What follows belongs to an exercise in optimizing a design on an open flow for a short achievable clock period; a production flow would make more cautious choices. Power and IR drop assume default switching activity.

==> inputs of 10-08 <==
## xv11_framer
module xv11_framer (
    input  wire         clk,
    input  wire         rst,           
    input  wire         variant,       
    input  wire         poll,
    input  wire         in_valid,
    input  wire [7:0]   in_byte,
    input  wire         in_fail,
    output reg          busy,
    output reg          done,
    output reg          failed,
    output reg          wr_valid,
    output reg  [6:0]   wr_group,
    output reg  [127:0] wr_data,
    output reg  [15:0]  speed_raw,
    output reg  [22:0]  speed_sum,
    output reg  [6:0]   good_packets
);
    localparam [10:0] P_REM0 = 11'd1977;   
    localparam [10:0] L_REM0 = 11'd1439;   
    reg         legacy;      
    reg         psearch;     
    reg         sc1;         
    reg  [3:0]  lc;          
    reg         lsp0, lsp1;  
    reg         pfill;       
    reg         lfill;       
    reg  [10:0] rem;         
    reg         lastarm;     
    reg         hdr_ok;      
    reg         w_hunt, w_hdr, w_stop;
    reg  [21:2] pk;          
    reg         idx89;       
    reg  [15:0] lslot;       
    reg  [7:0]  spd_lo, spd_hi;
    reg  [12:0] sum_lo;
    reg  [22:0] sum_cand;
    reg  [6:0]  good_inc;
    wire take = busy & ~in_fail & in_valid;
    wire fill = pfill | lfill;
    wire is_fa  = (in_byte == 8'hFA);
    wire is_a0  = (in_byte == 8'hA0);
    wire is_f9  = (in_byte == 8'hF9);
    wire is_idx = (in_byte >= 8'hA0) && (in_byte <= 8'hF9);
    wire m0 = lc[0] & (in_byte == 8'h5A);
    wire m1 = lc[1] & (in_byte == 8'hA5);
    wire m2 = lc[2] & (in_byte == 8'h00);
    wire m3 = lc[3] & (in_byte == 8'hC0);
    wire pkany  = |pk;
    wire ldidx  = w_hdr | sc1;
    wire accept = take & pk[21] & ~is_fa;
    always @(posedge clk) begin
        if (rst) begin
            busy   <= 1'b0;
            done   <= 1'b0;
            failed <= 1'b0;
        end else if (busy) begin
            busy   <= ~(in_fail | (in_valid & lastarm));
            done   <= ~in_fail & in_valid & lastarm;
            failed <= in_fail;
        end else begin
            busy   <= poll;
            done   <= done & ~poll;
            failed <= failed & ~poll;
        end
    end
    always @(posedge clk) begin
  ...
==> module xv11_framer, before the edit <==
module xv11_framer (
    input  wire         clk,
    input  wire         rst,           
    input  wire         variant,       
    input  wire         poll,
    input  wire         in_valid,
    input  wire [7:0]   in_byte,
    input  wire         in_fail,
    output reg          busy,
    output reg          done,
    output reg          failed,
    output reg          wr_valid,
    output reg  [6:0]   wr_group,
    output reg  [127:0] wr_data,
    output reg  [15:0]  speed_raw,
    output reg  [22:0]  speed_sum,
    output reg  [6:0]   good_packets
);
    localparam [10:0] P_REM0 = 11'd1977;   
    localparam [10:0] L_REM0 = 11'd1439;   
    reg         legacy;      
    reg         psearch;     
    reg         sc1;         
    reg  [3:0]  lc;          
    reg         lsp0, lsp1;  
    reg         pfill;       
    reg         lfill;       
    reg  [10:0] rem;         
    reg         lastarm;     
    reg         hdr_ok;      
    reg         w_hunt, w_hdr, w_stop;
    reg  [21:2] pk;          
    reg         idx89;       
    reg  [15:0] lslot;       
    reg  [7:0]  spd_lo, spd_hi;
    reg  [12:0] sum_lo;
    reg  [22:0] sum_cand;
    reg  [6:0]  good_inc;
    wire take = busy & ~in_fail & in_valid;
    wire fill = pfill | lfill;
    wire is_fa  = (in_byte == 8'hFA);
    wire is_a0  = (in_byte == 8'hA0);
    wire is_f9  = (in_byte == 8'hF9);
    wire is_idx = (in_byte >= 8'hA0) && (in_byte <= 8'hF9);
    wire m0 = lc[0] & (in_byte == 8'h5A);
    wire m1 = lc[1] & (in_byte == 8'hA5);
    wire m2 = lc[2] & (in_byte == 8'h00);
    wire m3 = lc[3] & (in_byte == 8'hC0);
    wire pkany  = |pk;
    wire ldidx  = w_hdr | sc1;
    wire accept = take & pk[21] & ~is_fa;
    always @(posedge clk) begin
        if (rst) begin
            busy   <= 1'b0;
            done   <= 1'b0;
            failed <= 1'b0;
        end else if (busy) begin
            busy   <= ~(in_fail | (in_valid & lastarm));
            done   <= ~in_fail & in_valid & lastarm;
            failed <= in_fail;
        end else begin
            busy   <= poll;
            done   <= done & ~poll;
            failed <= failed & ~poll;
        end
    end
    always @(posedge clk) begin
        if (!busy) begin
            legacy  <= variant;
            psearch <= ~variant;
            sc1     <= 1'b0;
            lc      <= {3'b000, variant};
            lsp0    <= 1'b0;
            lsp1    <= 1'b0;
            pfill   <= 1'b0;
            lfill   <= 1'b0;
        end else if (take) begin
            psearch <= psearch & ~(sc1 & is_a0);
            sc1     <= psearch & ~sc1 & is_fa;
            pfill   <= pfill | (psearch & sc1 & is_a0);
            lc[0]   <= (|lc) & ~(m0 | m1 | m2 | m3);
            lc[1]   <= m0;
            lc[2]   <= m1;
            lc[3]   <= m2;
            lsp0    <= m3;
            lsp1    <= lsp0;
            lfill   <= lfill | lsp1;
        end
    end
    always @(posedge clk) begin
        if (!fill) begin
            rem     <= legacy ? L_REM0 : P_REM0;
            lastarm <= 1'b0;
            hdr_ok  <= 1'b1;
        end else if (take) begin
            rem     <= rem - 11'd1;
            lastarm <= (rem == 11'd1);
            hdr_ok  <= (rem >= 11'd22);
        end
    end
    always @(posedge clk) begin
        if (!lfill)
            lslot <= {15'd0, legacy};
        else if (take)
            lslot <= {lslot[14:0], lslot[15]};
    end
    always @(posedge clk) begin
        if (!pfill) begin
            w_hunt <= 1'b0;
            w_hdr  <= 1'b0;
            w_stop <= 1'b0;
            pk     <= {19'd0, ~legacy};
        end else if (take) begin
            w_hdr  <= is_fa & hdr_ok & (w_hunt | w_hdr | pkany);
            w_hunt <= (w_hunt & ~(is_fa & hdr_ok))
                    | (w_hdr & ~is_idx & ~(is_fa & hdr_ok))
                    | (pkany & is_fa & ~hdr_ok)
                    | (pk[21] & ~is_fa & ~idx89);
            w_stop <= w_stop | (pk[21] & ~is_fa & idx89);
            pk     <= {pk[20:2] & {19{~is_fa}}, w_hdr & is_idx};
        end
    end
    always @(posedge clk) begin
        if (ldidx)
            idx89 <= is_f9;
    end
    integer k;
    always @(posedge clk) begin
        for (k = 0; k < 16; k = k + 1)
            if (pk[k + 4] | lslot[k])
                wr_data[8*k +: 8] <= in_byte;
        if (pk[2])  spd_lo <= in_byte;
        if (pk[3])  spd_hi <= in_byte;
        if (lsp0)   speed_raw[7:0]  <= in_byte;
        if (lsp1)   speed_raw[15:8] <= in_byte;
    end
    always @(posedge clk) begin
        wr_valid <= take & (lslot[15] | (pk[21] & ~is_fa));
        if (ldidx)
            wr_group <= in_byte[6:0] - 7'h20;        
        else if (legacy) begin
            if (!lfill)
                wr_group <= 7'd0;
            else if (wr_valid)
                wr_group <= wr_group + 7'd1;
        end
    end
    always @(posedge clk) begin
        sum_lo   <= {1'b0, speed_sum[11:0]} + {1'b0, spd_hi[3:0], spd_lo};
        sum_cand <= {speed_sum[22:12] + {7'd0, spd_hi[7:4]} + {10'd0, sum_lo[12]},
                     sum_lo[11:0]};
        good_inc <= good_packets + 7'd1;
        if (busy & ~pfill) begin
            speed_sum    <= 23'd0;
            good_packets <= 7'd0;
        end else if (accept) begin
            speed_sum    <= sum_cand;
            good_packets <= good_inc;
        end
    end
endmodule
==> flow/config.mk <==
export PLATFORM = sky130hd
export DESIGN_NAME = xv11_framer
export DESIGN_NICKNAME = xv11_framer
export VERILOG_FILES = /design/flow/design.v
export SDC_FILE = /design/flow/constraint.sdc
export NUM_CORES = 4
export LEC_CHECK = 0
export CAP_MARGIN = 20
export CORE_MARGIN = 2
export CORE_UTILIZATION = 40
export SLEW_MARGIN = 20
==> flow/constraint.sdc <==
create_clock -name core_clock -period 4.8 [get_ports {clk}]
set_input_delay 0.9600 -clock core_clock [delete_from_list [all_inputs] [get_ports {clk}]]
set_output_delay 0.9600 -clock core_clock [all_outputs]
set_load 0.01 [all_outputs]
run.sh (not shown) runs the stock make flow with config.mk's settings and CLKGATE_MAP_FILE= SYNTH_SCRIPT=/design/flow/synth_recipe.tcl, a recipe that flattens the netlist after the stock synthesis.
==> 06-11: changes against 10-08 <==
- ABC_CLOCK_PERIOD_IN_PS: not set -> 1500
- CORE_UTILIZATION: 40 -> 30
- PLACE_DENSITY: not set -> 0.5
- SETUP_SLACK_MARGIN: not set -> 3.2
==> 06-07: changes against 10-08 <==
--- a/flow/design.v
+++ b/flow/design.v
@@ -32,8 +32,7 @@
     reg  [21:2] pk;          
     reg         idx89;       
-    reg  [15:0] lslot;       
     reg  [7:0]  spd_lo, spd_hi;
-    reg  [12:0] sum_lo;
-    reg  [22:0] sum_cand;
+    reg  [6:0]  sum0, sum1, sum2;    
+    reg  [4:0]  sum3;
     reg  [6:0]  good_inc;
     wire take = busy & ~in_fail & in_valid;
@@ -99,10 +98,11 @@
         end
     end
-    always @(posedge clk) begin
-        if (!lfill)
-            lslot <= {15'd0, legacy};
-        else if (take)
-            lslot <= {lslot[14:0], lslot[15]};
-    end
+    wire [15:0] lslot;
+    genvar gi;
+    generate
+        for (gi = 0; gi < 16; gi = gi + 1) begin : g_lslot
+            assign lslot[gi] = lfill & (rem[3:0] == 4'd15 - gi);
+        end
+    endgenerate
     always @(posedge clk) begin
         if (!pfill) begin
@@ -147,7 +147,8 @@
     end
     always @(posedge clk) begin
-        sum_lo   <= {1'b0, speed_sum[11:0]} + {1'b0, spd_hi[3:0], spd_lo};
-        sum_cand <= {speed_sum[22:12] + {7'd0, spd_hi[7:4]} + {10'd0, sum_lo[12]},
-                     sum_lo[11:0]};
+        sum0     <= {1'b0, speed_sum[5:0]}   + {1'b0, spd_lo[5:0]};
+        sum1     <= {1'b0, speed_sum[11:6]}  + {1'b0, spd_hi[3:0], spd_lo[7:6]} + {6'd0, sum0[6]};
+        sum2     <= {1'b0, speed_sum[17:12]} + {3'd0, spd_hi[7:4]} + {6'd0, sum1[6]};
+        sum3     <= speed_sum[22:18] + {4'd0, sum2[6]};
         good_inc <= good_packets + 7'd1;
         if (busy & ~pfill) begin
@@ -155,5 +156,5 @@
             good_packets <= 7'd0;
         end else if (accept) begin
-            speed_sum    <= sum_cand;
+            speed_sum    <= {sum3, sum2[5:0], sum1[5:0], sum0[5:0]};
             good_packets <= good_inc;
         end
- ABC_CLOCK_PERIOD_IN_PS: not set -> 1600
- CTS_BUF_LIST: not set -> sky130_fd_sc_hd__clkbuf_16
- CTS_CLUSTER_DIAMETER: not set -> 60
- CTS_CLUSTER_SIZE: not set -> 20
- SETUP_SLACK_MARGIN: not set -> 3.2
==> results.txt <==
- 06-07 ran to the end with no violations. 06-11 passed the timing, DRC and antenna checks. 10-08 went through all stages and came out clean.
- In 06-07 the cell area is smaller than in 06-11, by 6.5%.
- In 06-07 the area after synthesis is lower than in 06-11, by 6.5%.
- Count of clock-buffer cells in the layout, highest first: 10-08, 06-11, 06-07.
- In critical path depth, 06-11 and 10-08 do not differ.
- Hold slack: 10-08 is worse than 06-07 (0.10 ns).
- In sequential power, 10-08 and 06-11 hardly differ.
- First-iteration DRC count: 06-11 < 06-07 < 10-08.
- Combinational power, highest first: 06-11, 06-07, 10-08.
- The highest maximum frequency belongs to 06-07, the lowest to 10-08.
==> figures <==
                                                                 06-07            10-08                  06-11
Adder-Cell Fraction of Synth Area                               0.0385           0.0288                 0.0288
Post-layout util                                                 0.602            0.529                  0.453
Signal buf overhead                                              0.187            0.147                  0.170
Total routed wire length on the met1 layer                    12400 µm         11200 µm               15100 µm
Site row count                                                      58               60                     69
Last element of the critical path                         speed_raw[1]             busy            wr_group[0]
Clock network power                                            1970 µW          2340 µW                2420 µW
Cell Count Post-Placement                                         1222             1313                   1430
Worst setup path start                          speed_raw[1]$_DFFE_PP_  busy$_SDFF_PP0_  wr_group[0]$_DFFE_PP_
Drt first-iter violations                                          539              613                    361
Min Tclk post-route                                            2.10 ns          2.76 ns                2.11 ns
Starting utilization of the core area                            0.403            0.403                  0.303
Fraction of area in multi-input gates                            0.225            0.184                  0.224
Worst path slowest cell                                       edfxtp_1          dfxtp_1               edfxtp_1
Switching part of the total power                                0.219            0.204                  0.218
Core region area                                             25000 µm²        26700 µm²              35500 µm²
Commonest non-fill, non-tap cell in the layout                edfxtp_1  clkdlybuf4s50_1               edfxtp_1
Result of the run                     no timing/DRC/antenna violations  no timing/DRC/antenna violations  no timing/DRC/antenna violations
Final wirelength                                              29100 µm         24500 µm               33300 µm
Combinational cell power                                        209 µW           127 µW                 228 µW
No run of this note included a check of the RTL's function; only the layout flow was run.

==> static timing again, ports no longer ideal <==
In the flow no input, the clock included, has a driving cell. The finished layouts below were timed again as built, in two steps. Step 1, drivers: a clkbuf_16 drives clk and a buf_2 each remaining input, both assumed. Step 2 adds t to the input delays and takes it off the output delays; t is the mean of the earliest and latest rising clock arrival at the registers after step 1. Input paths then give back, and output paths get back, about the clock's delay inside the block. Slacks: ideal ports / drivers / drivers and shift; pairs: ideal ports / drivers.
| run | t (ns) | slack for setup (ns) | worst register clock-pin slew, ns |
|---|---|---|---|
| 10-08 | 0.536 | 2.041 / 1.997 / 1.571 | 0.06 / 0.06 |
| 06-11 | 0.565 | 2.688 / 2.635 / 2.193 | 0.06 / 0.06 |
| 06-07 | 0.569 | 2.704 / 2.655 / 2.406 | 0.08 / 0.08 |
After both steps setup and hold are still met in every run listed. For 06-11, which loses most, drivers alone change the setup slack by -0.053 ns; drivers and shift together by -0.495 ns.
